This design comes from an exercise in tuning for small area, a short achievable clock period and few clock cycles on the open sky130 flow, not from production work. Function was not checked in any run shown here: the RTL went through the layout flow alone. Power figures rest on the tool's default switching activity, not on a simulated workload.

### flow/design.v
`timescale 1ns/1ps
module gamepad_engine (
    input  wire        clk,
    input  wire        rst,                  
    input  wire [1:0]  cfg_topology,         
    input  wire        cfg_axis16,           
    input  wire        cfg_hat,              
    input  wire [3:0]  cfg_settle,           
    input  wire [7:0]  cfg_active_period,    
    input  wire [7:0]  cfg_idle_period,      
    input  wire        cmd_valid,
    input  wire [15:0] cmd,
    output wire        cmd_ready,
    output reg  [3:0]  sel,
    input  wire [3:0]  sense,
    output wire        adc_req,
    output wire [1:0]  adc_ch,
    input  wire        adc_ack,
    input  wire [15:0] adc_data,
    input  wire        adc_fail,
    output wire        sink_req,
    output wire        sink_op,              
    output wire [79:0] sink_data,
    input  wire        sink_ack,
    input  wire [7:0]  sink_peers,
    input  wire        sink_fail,
    output reg  [3:0]  result,
    output wire        halted,
    output reg  [2:0]  cause,
    output wire [15:0] info
);
    localparam C_ILLEGAL = 3'd1;
    localparam C_PRECOND = 3'd2;
    localparam C_ADC     = 3'd4;
    localparam C_NOTIFY  = 3'd5;
    localparam S_IDLE = 4'd0;
    localparam S_DEC  = 4'd1;
    localparam S_QRY  = 4'd2;
    localparam S_ADC  = 4'd3;
    localparam S_SCAN = 4'd4;
    localparam S_FIN  = 4'd5;
    localparam S_PUSH = 4'd6;
    localparam S_DLY  = 4'd7;
    localparam S_HALT = 4'd8;
    reg [1:0] topology;
    reg       axis16;
    reg       hat_mode;
    reg [3:0] settle_m1;     
    reg [7:0] active_period;
    reg [7:0] idle_period;
    reg [3:0]  state;
    reg [15:0] cur_cmd;      
    reg [1:0]  pos;          
    reg [7:0]  cnt;          
    reg [63:0] axes;         
    reg [15:0] btn;          
    wire [2:0] op  = cur_cmd[14:12];
    wire [1:0] g   = cur_cmd[5:4];
    wire [1:0] i   = cur_cmd[1:0];
    wire is_btn  = (op == 3'd1);
    wire is_axes = (op == 3'd2);
    wire is_hat  = (op == 3'd3);
    wire is_tick = (op == 3'd6);
    wire full    = op[2] & ~op[0];           
    wire illegal = (cur_cmd[15:12] == 4'h0) || (cur_cmd[15:12] > 4'h6) ||
                   (cur_cmd[11:8] != 4'h0) ||
                   (cur_cmd[15:12] != 4'h1 && cur_cmd[7:0] != 8'h00) ||
                   (is_hat && !hat_mode);
    wire precond = cur_cmd[7:6] != 2'd0 || cur_cmd[3:2] != 2'd0;
    wire strobe = (topology == 2'd0);
    wire demux  = topology[1];
    function [3:0] hat_encode(input [3:0] d);    
        reg hl, hr;
        begin
            hl = d[2] & ~d[3];
            hr = d[3] & ~d[2];
            if (d[0])      hat_encode = hl ? 4'd8 : (hr ? 4'd2 : 4'd1);
            else if (d[1]) hat_encode = hl ? 4'd6 : (hr ? 4'd4 : 4'd5);
            else if (hl)   hat_encode = 4'd7;
            else if (hr)   hat_encode = 4'd3;
            else           hat_encode = 4'd0;
        end
    endfunction
    wire [15:0] btn16 = {hat_encode(btn[15:12]), btn[11:0]};
    assign cmd_ready = (state == S_IDLE) && !rst;
    assign halted    = (state == S_HALT);
    assign adc_req   = (state == S_ADC);
    assign adc_ch    = pos;
    assign sink_req  = (state == S_QRY) || (state == S_PUSH);
    assign sink_op   = (state == S_PUSH);
    assign sink_data = {btn16, axes[63:48], axis16 ? axes[47:32] : btn16, axes[31:0]};
    wire info_hi = (cause == C_ILLEGAL);
    wire info_pc = (cause == C_PRECOND);
    wire info_lo = info_hi || info_pc;
    wire info_ch = (cause == C_ADC);
    assign info = {cur_cmd[15:12] & {4{info_hi}},
                   info_hi ? cur_cmd[11:8] : (info_pc ? cur_cmd[7:4] : 4'd0),
                   cur_cmd[7:4] & {4{info_hi}},
                   cur_cmd[3:2] & {2{info_lo}},
                   info_lo ? cur_cmd[1:0] : (info_ch ? pos : 2'd0)};
    wire [3:0]  sense_m   = sense & {4{~rst}};
    wire [3:0]  col_sense = (sense ^ {4{demux}}) & {4{~rst}};   
    wire [15:0] adc_m     = adc_data & {16{~rst}};
    wire [7:0]  adc_hl    = axis16 ? adc_m[15:8] : adc_m[7:0];
    wire accept   = (state == S_IDLE) && cmd_valid;
    wire decoding = (state == S_DEC);
    wire dec_ok   = !illegal && !(is_btn && precond);
    wire adc_wr   = (state == S_ADC) && adc_ack && !adc_fail;
    wire adc_last = adc_wr && pos == 2'd3;
    wire q_idle   = (state == S_QRY) && sink_ack && sink_peers == 8'd0;
    wire push_ok  = (state == S_PUSH) && sink_ack && !sink_fail;
    wire       scanning  = (state == S_SCAN);
    wire       sample    = scanning && (strobe ? (sel != 4'd0) : (!demux || cnt[7]));
    wire [1:0] first_pos = is_btn ? (strobe ? g : i) :
                           strobe ? (is_hat ? 2'd3 : 2'd0) : {2{demux & ~is_hat}};
    wire [1:0] last_pos  = is_btn ? (strobe ? g : i) :
                           strobe ? {1'b1, hat_mode} : {1'b1, ~demux | is_hat};
    wire       last      = (pos == last_pos);
    wire       pressed   = strobe ? sense_m[i] : col_sense[g];
    wire       scan_entry = (decoding && dec_ok && (is_btn || is_hat)) ||
                            (adc_last && !is_axes);
    wire ld_settle = accept || (sample && !last) ||
                     (scan_entry && !(full && sel[1:0] == 2'd3));
    wire ld_none   = !ld_settle && !q_idle && !push_ok;
    reg [3:0] sel_nx;
    always @(*) begin
        sel_nx = sel;
        if (scan_entry)
            sel_nx = strobe ? 4'd0 : {2'b00, first_pos};
        else if (scanning) begin
            if (strobe) begin
                if (sel == 4'd0)
                    sel_nx = 4'd1 << pos;
                else if (!last)
                    sel_nx = 4'd0;
            end else if (sample && !last)
                sel_nx = {2'b00, pos + 2'd1};
        end else if (state == S_FIN && !strobe && !is_btn)
            sel_nx = 4'd3;
    end
    integer k;
    always @(posedge clk) begin
        if (rst) begin
            topology      <= cfg_topology;
            axis16        <= cfg_axis16;
            hat_mode      <= cfg_hat;
            settle_m1     <= cfg_settle - 4'd1;
            active_period <= cfg_active_period;
            idle_period   <= cfg_idle_period;
        end
    end
    always @(posedge clk) begin
        if (rst || (adc_wr && pos == 2'd0))                          axes[7:0]   <= adc_m[7:0];
        if (rst || (adc_wr && (axis16 ? pos == 2'd0 : pos == 2'd1))) axes[15:8]  <= adc_hl;
        if (rst || (adc_wr && (axis16 ? pos == 2'd1 : pos == 2'd2))) axes[23:16] <= adc_m[7:0];
        if (rst || (adc_wr && (axis16 ? pos == 2'd1 : pos == 2'd3))) axes[31:24] <= adc_hl;
        if (rst || (adc_wr && pos == 2'd2))                          axes[47:32] <= adc_m;
        if (rst || (adc_wr && pos == 2'd3))                          axes[63:48] <= adc_m;
        for (k = 0; k < 16; k = k + 1) begin
            if (strobe) begin
                if (rst || (sample && full && pos == k / 4))
                    btn[k] <= sense_m[k % 4];
            end else begin
                if (rst || (sample && full && pos == k % 4 && (k < 12 || hat_mode)))
                    btn[k] <= col_sense[k / 4];
            end
        end
    end
    always @(posedge clk) begin
        if (accept)
            cur_cmd <= cmd;
        if (decoding || state == S_QRY)
            pos <= dec_ok && (is_btn || is_hat) ? first_pos : 2'd0;
        else if (adc_wr)
            pos <= adc_last ? first_pos : pos + 2'd1;
        else if (sample && !last)
            pos <= pos + 2'd1;
        cnt <= ({8{ld_settle}} & {4'd0, settle_m1}) |
               ({8{q_idle}}    & idle_period) |
               ({8{push_ok}}   & active_period) |
               ({8{ld_none}}   & (cnt - 8'd1));
    end
    always @(posedge clk) begin
        if (rst) begin
            state  <= S_IDLE;
            sel    <= 4'd0;
            result <= 4'd0;
            cause  <= 3'd0;
        end else begin
            sel <= sel_nx;
            case (state)
                S_IDLE:
                    if (cmd_valid)
                        state <= (cmd == 16'h6000) ? S_QRY : S_DEC;
                S_DEC: begin
                    if (illegal) begin
                        cause <= C_ILLEGAL;
                        state <= S_HALT;
                    end else if (is_btn && precond) begin
                        cause <= C_PRECOND;
                        state <= S_HALT;
                    end else begin
                        case (op)
                            3'd1, 3'd3: state <= S_SCAN;
                            3'd2, 3'd4: state <= S_ADC;
                            3'd5:       state <= S_PUSH;
                            default:    state <= S_QRY;
                        endcase
                    end
                end
                S_QRY:
                    if (sink_ack)
                        state <= (sink_peers != 8'd0) ? S_ADC : S_DLY;
                S_ADC: begin
                    if (adc_ack) begin
                        if (adc_fail) begin
                            cause <= C_ADC;
                            state <= S_HALT;
                        end else if (pos == 2'd3) begin
                            state <= is_axes ? S_IDLE : S_SCAN;
                        end
                    end
                end
                S_SCAN: begin
                    if (sample) begin
                        if (is_btn)
                            result <= {3'd0, pressed};
                        if (is_hat)
                            result <= strobe ? sense_m : {col_sense[3], result[3:1]};
                        if (last) begin
                            if (is_hat || (demux && !is_btn))
                                state <= S_FIN;
                            else if (is_tick)
                                state <= S_PUSH;
                            else
                                state <= S_IDLE;
                        end
                    end
                end
                S_FIN: begin
                    if (is_hat)
                        result <= hat_encode(result);
                    state <= is_tick ? S_PUSH : S_IDLE;
                end
                S_PUSH: begin
                    if (sink_ack) begin
                        if (sink_fail) begin
                            cause <= C_NOTIFY;
                            state <= S_HALT;
                        end else begin
                            state <= is_tick ? S_DLY : S_IDLE;
                        end
                    end
                end
                S_DLY:
                    if (cnt[7:1] == 7'd0)
                        state <= S_IDLE;
                default: ;  
            endcase
        end
    end
endmodule
### flow/flow/run.sh
#!/bin/bash
# Standard ORFS layout (the standard.sh), with the smallest buffer on
# every input and output port instead of the default clkdlybuf4s50_1.
set -e
export BUFFER_PORTS_ARGS="-buffer_cell sky130_fd_sc_hd__buf_1"
bash standard.sh > standard.log 2>&1
### flow/standard.sh
#!/bin/bash
# synth_recipe.tcl (not shown) runs the flow's synth.tcl, then flattens the netlist and writes it again
# the make line also repeats each setting of config.mk as NAME=value (left out here)
make -C /OpenROAD-flow-scripts/flow DESIGN_CONFIG=/design/flow/config.mk WORK_HOME=/design/flow/orfs CLKGATE_MAP_FILE= SYNTH_SCRIPT=/design/flow/synth_recipe.tcl "${@:-finish}"
### flow/config.mk
export PLATFORM = sky130hd
export DESIGN_NAME = gamepad_engine
export DESIGN_NICKNAME = gamepad_engine
export VERILOG_FILES = /design/flow/design.v
export SDC_FILE = /design/flow/constraint.sdc
export NUM_CORES = 4
export LEC_CHECK = 0
export CAP_MARGIN = 20
export CORE_MARGIN = 2
export CORE_UTILIZATION = 40
export SLEW_MARGIN = 20
### flow/constraint.sdc
create_clock -name core_clock -period 5.0 [get_ports {clk}]
set_input_delay 1.0000 -clock core_clock [delete_from_list [all_inputs] [get_ports {clk}]]
set_output_delay 1.0000 -clock core_clock [all_outputs]
set_load 0.01 [all_outputs]
==> reports/metrics.yaml, run 1 <==
cts:
  clockBufferDepth: 2
  cts.repair.resized: 0
  clockRootBuffer: "clkbuf_16"
  clkSlewWorstSetupHoldPaths_ns: 0.06
  cts_tree: "yes"
  htree_levels: 4
  hold_buffers: 0
  cts_setup_buffers: 0
  cts_made_buffers: 17
  clkLatencyLatePin_ns: 0.42
  cts_sinks: 145
floorplan:
  start_util_pct: 40.5
  die_h_um: 141
  rows: 50
  die_area_um2: 19900
  pin_count: 189
  core_area_um2: 18600
  die_x_um: 141
logic_synthesis:
  synth_area_um2: 7520
  synth_seq_cells: 145
  synth_area_leaders: "edfxtp_1, dfxtp_1, buf_4"
  syn_avg_cell_area_um2: 10.9
  synth_nets: 775
  yosys_warnings: 1
  async_flop_share_pct: 0
  synth_edf_count: 122
  syn-instance-count: 690
  seq_area_frac_synth_pct: 54.8
  synth_top_area_cell: "edfxtp_1"
  synth_top_area_share_pct: 48.7
  synthFlopType: "edfxtp_1"
  netlist_top_cells_count: "edfxtp_1, nand2_1, buf_4, nor2_1, mux2_2"
  yosysMostFrequentCell: "edfxtp_1"
  ys_types: 67
setup_path:
  crit_buf_inv: 1
  r2r-start: "state[2]$_SDFFE_PP0P_"
  worstPathArrival_ns: 1.98
  start_kind: "register"
  cpMaxStageDelayCell: "dfxtp_1"
  crit_cells: 4
  end_kind: "primary output"
  r2r_end: "btn[15]$_DFFE_PP_"
  reg2regPathDepth: 6
  critical_path_required_ns: 4.00
  critPathMaxStageDelay_ns: 0.43
  crit_fanout: 8
  path_delay_family: "simple AND/OR/NAND/NOR gates"
  crit_path_frequent_cell: "nor2b_1"
  crit_type: "reg -> out"
  r2r_slack_ns: 2.25
  cp_cell_sequence: "nor2b_1 > nor2b_1 > and2_1 > buf_1"
grt:
  antenna_found_initial: 0
  grt_usage_pct: 18.5
  grt_max_degree: 59
  grt_pass1_vias: 5173
  grt_pass1_wl_um: 28200
  overflow: 0
routing:
  num_vias: 5532
  drc: 0
  drt_pass1_iterations: 5
  avgRoutedWirePerCell_um: 17.6
  drt_first_iter_violations: 316
  ant_nets: 0
  routed_wl_um: 18600
  via_per_inst: 5.23
sta:
  rsz0062_at_grt: "false"
  relSlewSlack_pct: 29.1
  final_hold_viol_count: 0
  slew_viol_final: 0
  fin_crit_ns: 2.98
  worstMarginPinSlew_ns: 1.06
  finalSetupTns_ns: 0
  post-route-period-util_pct: 59.5
  fin_skew_ns: 0.00877
  fmax_mhz: 336
  finalSetupViolations: 0
worst_hold_path:
  hp-start: "settle_m1[0]$_DFFE_PP_"
  min_path_cells: 2
  holdPathEnd: "cnt[0]$_DFF_P_"
  min_path_type: "reg -> reg"
finish:
  antennaDiodeCount: 0
  multiInputGateArea_um2: 2730
  area_growth_syn_to_layout_pct: 13.7
  seq_area_um2: 4120
  num-fill-cells: 1805
  drive_above_1_share_pct: 9.47
  finalNetCount: 897
  fin_cells: 1058
placement:
  dp_hpwl_um: 13400
  portBuffers: 188
  dp_cells: 1027
  gp_congestion: 0.929
pwr:
  totalPowerFinal_mw: 4.14
  ir_drop_mv: 0.309
  pwr_density_cell_nw_per_um2: 484
  p_leak_nw: 3.12
outcome:
  status: "timing/DRC/antenna clean"
flow_run:
  maxCapViolCount: 0
[power by group]
group,internal (mW),switching (mW)
clock network,0.741,0.522
logic,0.452,0.673
registers,1.52,0.226
[worst max-delay path by stage]
| stage | startpoint | slack, ns | endpoint |
|---|---|---|---|
| after floorplan | rst | 2.35 | cmd_ready |
| after global placement | sink_fail | 2.16 | cnt[2]$_DFF_P_ |
| after detailed placement | adc_fail | 2.14 | axes[27]$_DFFE_PP_ |
| after CTS | axis16$_DFFE_PP_ | 1.98 | sink_data[45] |
| after global routing | cause[0]$_SDFFE_PP0P_ | 1.85 | info[12] |
| final | cause[0]$_SDFFE_PP0P_ | 2.02 | info[12] |
[layer usage]
layer	up-vias	track usage [%]	wire, µm
li1	2666	-	-
met1	2619	24.6	8410
met2	223	29.5	8630
met3	24	4.99	1270
met4	0	6.00	272
met5	-	0	0
[worst min-delay path, stage by stage (launching register included)]
cell and delay, ns:
edfxtp_1 0.32, mux2i_1 0.06, nand2_1 0.05
[registers in the layout, indices dropped and copies added, names as in the netlist]
signal	count
axes	64
btn	16
cur_cmd	16
active_period	8
cnt	8
idle_period	8
result	4
sel	4
settle_m1	4
state	4
cause	3
pos	2
topology	2
axis16	1
hat_mode	1
[stage by stage]
stage | hold WS [ns] | utilization (%) | area (µm²) | setup slack, ns
final | 0.457 | 46.0 | 8550 | 2.02
after global routing | 0.484 | 46.0 | 8550 | 1.85
after CTS | 0.462 | 46.0 | 8550 | 1.98
after detailed placement | 0.448 | 42.9 | 7970 | 2.14
after global placement | 0.447 | 42.9 | 7970 | 2.16
after floorplan | 0.432 | - | 7520 | 2.35
[cells in the final DEF (no fill, tap or decap), drive strengths merged, types with 7 or more instances in the layout]
cell type,netlist,layout
buf,74,191
o21ai,25,25
edfxtp,122,122
nand3,9,9
xnor2,12,12
ha,10,10
nand2,104,104
nor2,53,53
mux2,24,24
inv,22,29
a22o,7,7
and2,15,15
clkbuf,15,18
nor2b,20,20
dfxtp,23,23
mux2i,10,10
xor2,8,8
a22oi,13,13
nor4,12,12
nor3,17,17
a21oi,16,16
[kinds of logic (layout without fill, tap and decap cells)]
kind of cell | Yosys count | in the layout | synth area share, %
simple gates | 266 | 266 | 17.5
flops | 145 | 145 | 54.8
buf+inv | 112 | 246 | 8.85
compound gates | 101 | 101 | 9.27
mux | 36 | 36 | 5.52
xor+xnor | 20 | 20 | 2.33
fa+ha+maj | 10 | 10 | 1.66
[area by class of cell]
cell class                      instances  area share [%]
Tap cell                              234            3.42
Multi-Input combinational cell        433            31.9
Timing Repair Buffer                  192            8.62
Sequential cell                       145            48.2
Clock inverter                         14            1.80
Inverter                               23            1.01
Clock buffer                           17            4.98
==> inputs of run 2 (changes only) <==
--- a/flow/config.mk
+++ b/flow/config.mk
@@ -6,6 +6,8 @@
 export NUM_CORES = 4
 export LEC_CHECK = 0
+export ABC_AREA = 1
 export CAP_MARGIN = 20
 export CORE_MARGIN = 2
 export CORE_UTILIZATION = 40
+export SETUP_SLACK_MARGIN = 2.3
 export SLEW_MARGIN = 20
==> run 2 against run 1 <==
Compared with the run above:
- clock power grew 7%
- still clean on timing, DRC and antenna
- worst setup slack gained 0.32 ns
- global-route usage is 1.1 points higher
- clock skew increased by 0.0025 ns
- fmax grew 12%
- sequential share of layout area fell by 1.2 points
- via count increased by 4.7%
- non-clock buffer count is 7 higher
- synthesized cell count rose by 15%
- combinational power rose by 4%
- core utilization up 1.4 points
- critical path depth up 4
==> reports/metrics.yaml, run 2 <==
flow_run:
  maxCapViolCount: 0  # unchanged
placement:
  place_area_um2: 8050  # +1.0%
  dp_hpwl_um: 14100  # +5.7%
  gp_congestion: 0.882  # -5.0%
  portBuffers: 188  # unchanged
  dp_cells: 1150  # +12%
  dp_slack_ns: 2.15  # +0.0161 ns
logic_synthesis:
  synth_top_family_by_area: "simple AND/OR/NAND/NOR gates"
  synth_top_area_cell: "edfxtp_1"
  synth_top_area_share_pct: 48.9  # +0.14 points
  synthMuxAreaShare_pct: 0  # -5.5 points
  synth_area_leaders: "edfxtp_1, nand2_1, dfxtp_1"
  synth_nets: 880  # +14%
  synth_area_um2: 7500  # -0.28%
  synth_edf_count: 122  # unchanged
  syn_avg_cell_area_um2: 9.43  # -13%
  syn-instance-count: 795  # +15%
  synth_compound_area_share_pct: 8.99  # -0.27 points
  yosys_warnings: 1  # unchanged
  synth_fa_ha_area_share_pct: 1.67  # +0.0047 points
  ys_types: 42  # -37%
  netlist_top_cells_count: "nand2_1, edfxtp_1, inv_1, nor2_1, buf_4"
  yosys.area_share.xor_xnor_pct: 1.17  # -1.2 points
  synthFlopType: "edfxtp_1"
  seq_area_frac_synth_pct: 55.0  # +0.16 points
  synth-simple-area-share_pct: 21.5  # +4.0 points
  async_flop_share_pct: 0  # unchanged
  yosysMostFrequentCell: "nand2_1"
  synth_seq_cells: 145  # unchanged
sta:
  fmax_mhz: 377  # +12%
  fin_ws_ns: 2.35  # +0.321 ns
  final_hold_viol_count: 0  # unchanged
  fin_hold_ws_ns: 0.457  # -0.000474 ns
  worstMarginPinSlew_ns: 0.873  # -0.183 ns
  fin_skew_ns: 0.0113  # +0.00251 ns
  rsz0062_at_grt: "true"
  finalSetupTns_ns: 0  # unchanged
  fin_crit_ns: 2.65  # -0.321 ns
  post-route-period-util_pct: 53.1  # -6.4 points
  relSlewSlack_pct: 41.8  # +13 points
  finalSetupViolations: 0  # unchanged
  slew_viol_final: 0  # unchanged
setup_path:
  worstPathArrival_ns: 1.65  # -0.33 ns
  critPathMaxStageDelay_ns: 0.40  # -0.03 ns
  crit_fanout: 2  # -6
  cpMaxStageDelayCell: "edfxtp_1"
  start_kind: "register"
  end_kind: "primary output"
  critical_path_required_ns: 4.00  # about the same
  crit_path_frequent_cell: "nand2_1"
  cp_cell_sequence: "inv_2 > ha_4 > nor2_2 > a21oi_2 > o21ai_2 > nand2_1 > nand2_1 > buf_2"
  crit_type: "reg -> out"
floorplan:
  die_x_um: 141  # -0.14%
  rows: 50  # unchanged
  core_area_um2: 18500  # -0.34%
  start_util_pct: 40.5  # about the same
  die_h_um: 141  # -0.14%
  pin_count: 189  # unchanged
  die_area_um2: 19900  # -0.28%
cts:
  cts_tree: "yes"
  htree_levels: 4  # unchanged
  clockBufferDepth: 2  # unchanged
  clockRootBuffer: "clkbuf_16"
  clkLatencyLatePin_ns: 0.43  # about the same
  cts_sinks: 145  # unchanged
  hold_buffers: 0  # unchanged
  cts_made_buffers: 17  # unchanged
  clkSlewWorstSetupHoldPaths_ns: 0.06  # about the same
grt:
  overflow: 0  # unchanged
  grt_pass1_wl_um: 29700  # +5.2%
  antenna_found_initial: 0  # unchanged
  grt_max_degree: 43  # -27%
  grt_pass1_vias: 5597  # +8.2%
  grt_usage_pct: 19.6  # +1.1 points
finish:
  finalInstanceArea_um2: 8770  # +2.6%
  drive_above_1_share_pct: 12.0  # +2.5 points
  largest_register: "axes"
  fin_cells: 1185  # +12%
  largestRegisters: "axes x64, btn x16, cur_cmd x16"
  largest_reg_flops: 64  # unchanged
  area_growth_syn_to_layout_pct: 17.0
  finalNetCount: 1023  # +14%
  layout_common_cells: "nand2_1, buf_1, edfxtp_1"
  final_common_cell: "nand2_1"
  antennaDiodeCount: 0  # unchanged
  utilization_pct: 47.4  # +1.4 points
routing:
  drc: 0  # unchanged
  ant_nets: 0  # unchanged
  num_vias: 5794  # +4.7%
  routed_wl_um: 18800  # +1.4%
  drt_pass1_iterations: 5  # unchanged
  drt_first_iter_violations: 354  # +12%
  via_per_inst: 4.89  # -6.5%
  avgRoutedWirePerCell_um: 15.9  # -9.5%
worst_hold_path:
  min_path_type: "reg -> reg"
pwr:
  pwr_density_cell_nw_per_um2: 473  # -2.1%
  ir_drop_mv: 0.274  # -11%
  p_leak_nw: 3.67  # +18%
  totalPowerFinal_mw: 4.15  # +0.42%
outcome:
  status: "timing/DRC/antenna clean"
[run 2: cell types whose count changed after synthesis, moves of 15 or more]
cell | before | now
nand2_2 | 0 | 16
and2_1 | 15 | 0
nor2b_1 | 20 | 0
nand3_1 | 9 | 27
mux2_2 | 24 | 0
inv_1 | 22 | 88
nor2_1 | 53 | 70
nand2_1 | 104 | 192
[run 2: cells by family (layout without fill, tap and decap cells)]
family	Yosys count	after routing
buffers and inverters	172	328
XOR/XNOR	10	10
AND/OR/NAND/NOR	348	348
flip-flops	145	145
AO/OA/AOI/OAI	110	110
adder cells (fa/ha/maj)	10	10
[run 2: cell type report]
| type | count | area, µm² |
|---|---|---|
| Sequential cell | 145 | 4120 |
| Inverter | 97 | 370 |
| Fill cell | 1819 | 9740 |
| Tap cell | 234 | 293 |
| Timing Repair Buffer | 199 | 817 |
| Clock buffer | 18 | 429 |
| Multi-Input combinational cell | 478 | 2550 |
| Clock inverter | 14 | 186 |
[run 2: worst paths after layout]
| path | slack, ns | endpoint | startpoint | cells after the start |
|---|---|---|---|---|
| max | 2.35 | sink_data[45] | btn[14]$_DFFE_PP_ | 8 |
| min | 0.46 | cnt[0]$_DFF_P_ | settle_m1[0]$_DFFE_PP_ | 2 |
| max reg2reg | 2.79 | axes[46]$_DFFE_PP_ | pos[0]$_DFFE_PP_ | 4 |
| min reg2reg | 0.46 | cnt[0]$_DFF_P_ | settle_m1[0]$_DFFE_PP_ | 2 |
[run 2: what timing repair did]
item | 4_1_cts | 5_1_grt
endpoints found under the setup margin | 21 | 18
hold endpoints to repair | 0 | 0
setup buffers | 2 | 1
pin swaps | 1 | 3
gates resized for setup | 11 | 11
[run 2: report_power, final]
group	switching, mW	leakage [nW]	internal [mW]
logic	0.782	1.97	0.386
clock network	0.511	0.302	0.834
registers	0.131	1.40	1.51
[run 2: metal layers]
metal | routed length, µm | vias to the layer above | track usage (%)
met5 | 0 | - | 0
met4 | 202 | 0 | 5.95
met3 | 1340 | 14 | 4.65
met2 | 8820 | 247 | 31.6
met1 | 8470 | 2661 | 26.4
li1 | - | 2872 | -
[run 2: worst max-delay path, delay by kind of cell, from the launching register on]
| family | cells | cell delay (ns) |
|---|---|---|
| buffers and inverters | 2 | 0.21 |
| adder cells (fa/ha/maj) | 1 | 0.21 |
| AND/OR/NAND/NOR | 3 | 0.22 |
| AO/OA/AOI/OAI | 2 | 0.17 |
| flip-flops | 1 | 0.40 |

==> what the ideal ports hide <==
No port has a modelled driver above. Below, the same layouts with a new extraction and two added sets of constraints. Step 1: set_driving_cell puts a clkbuf_16 on clk and a buf_2 on each other input, an assumption about the parent block. Step 2, shift: input delay + t, output delay - t, t = (earliest + latest rising clock arrival at the registers) / 2. This alone moves slack from input paths to output paths. a / b / c = ideal / step 1 / step 2; a / b = the first two.
| run | shift t [ns] | setup WS [ns] | worst hold slack (ns) | worst setup path after step 2 | worst register clock-pin slew, ns |
|---|---|---|---|---|---|
| run 1 | 0.466 | 2.024 / 1.976 / 2.125 | 0.457 / 0.457 / 0.457 | input to register | 0.06 / 0.06 |
| run 2 | 0.467 | 2.345 / 2.303 / 2.328 | 0.457 / 0.457 / 0.457 | input to register | 0.06 / 0.06 |
After both steps every run listed still meets setup and hold. For run 2, which loses most, drivers alone change the setup slack by -0.042 ns; drivers and shift together by -0.017 ns.
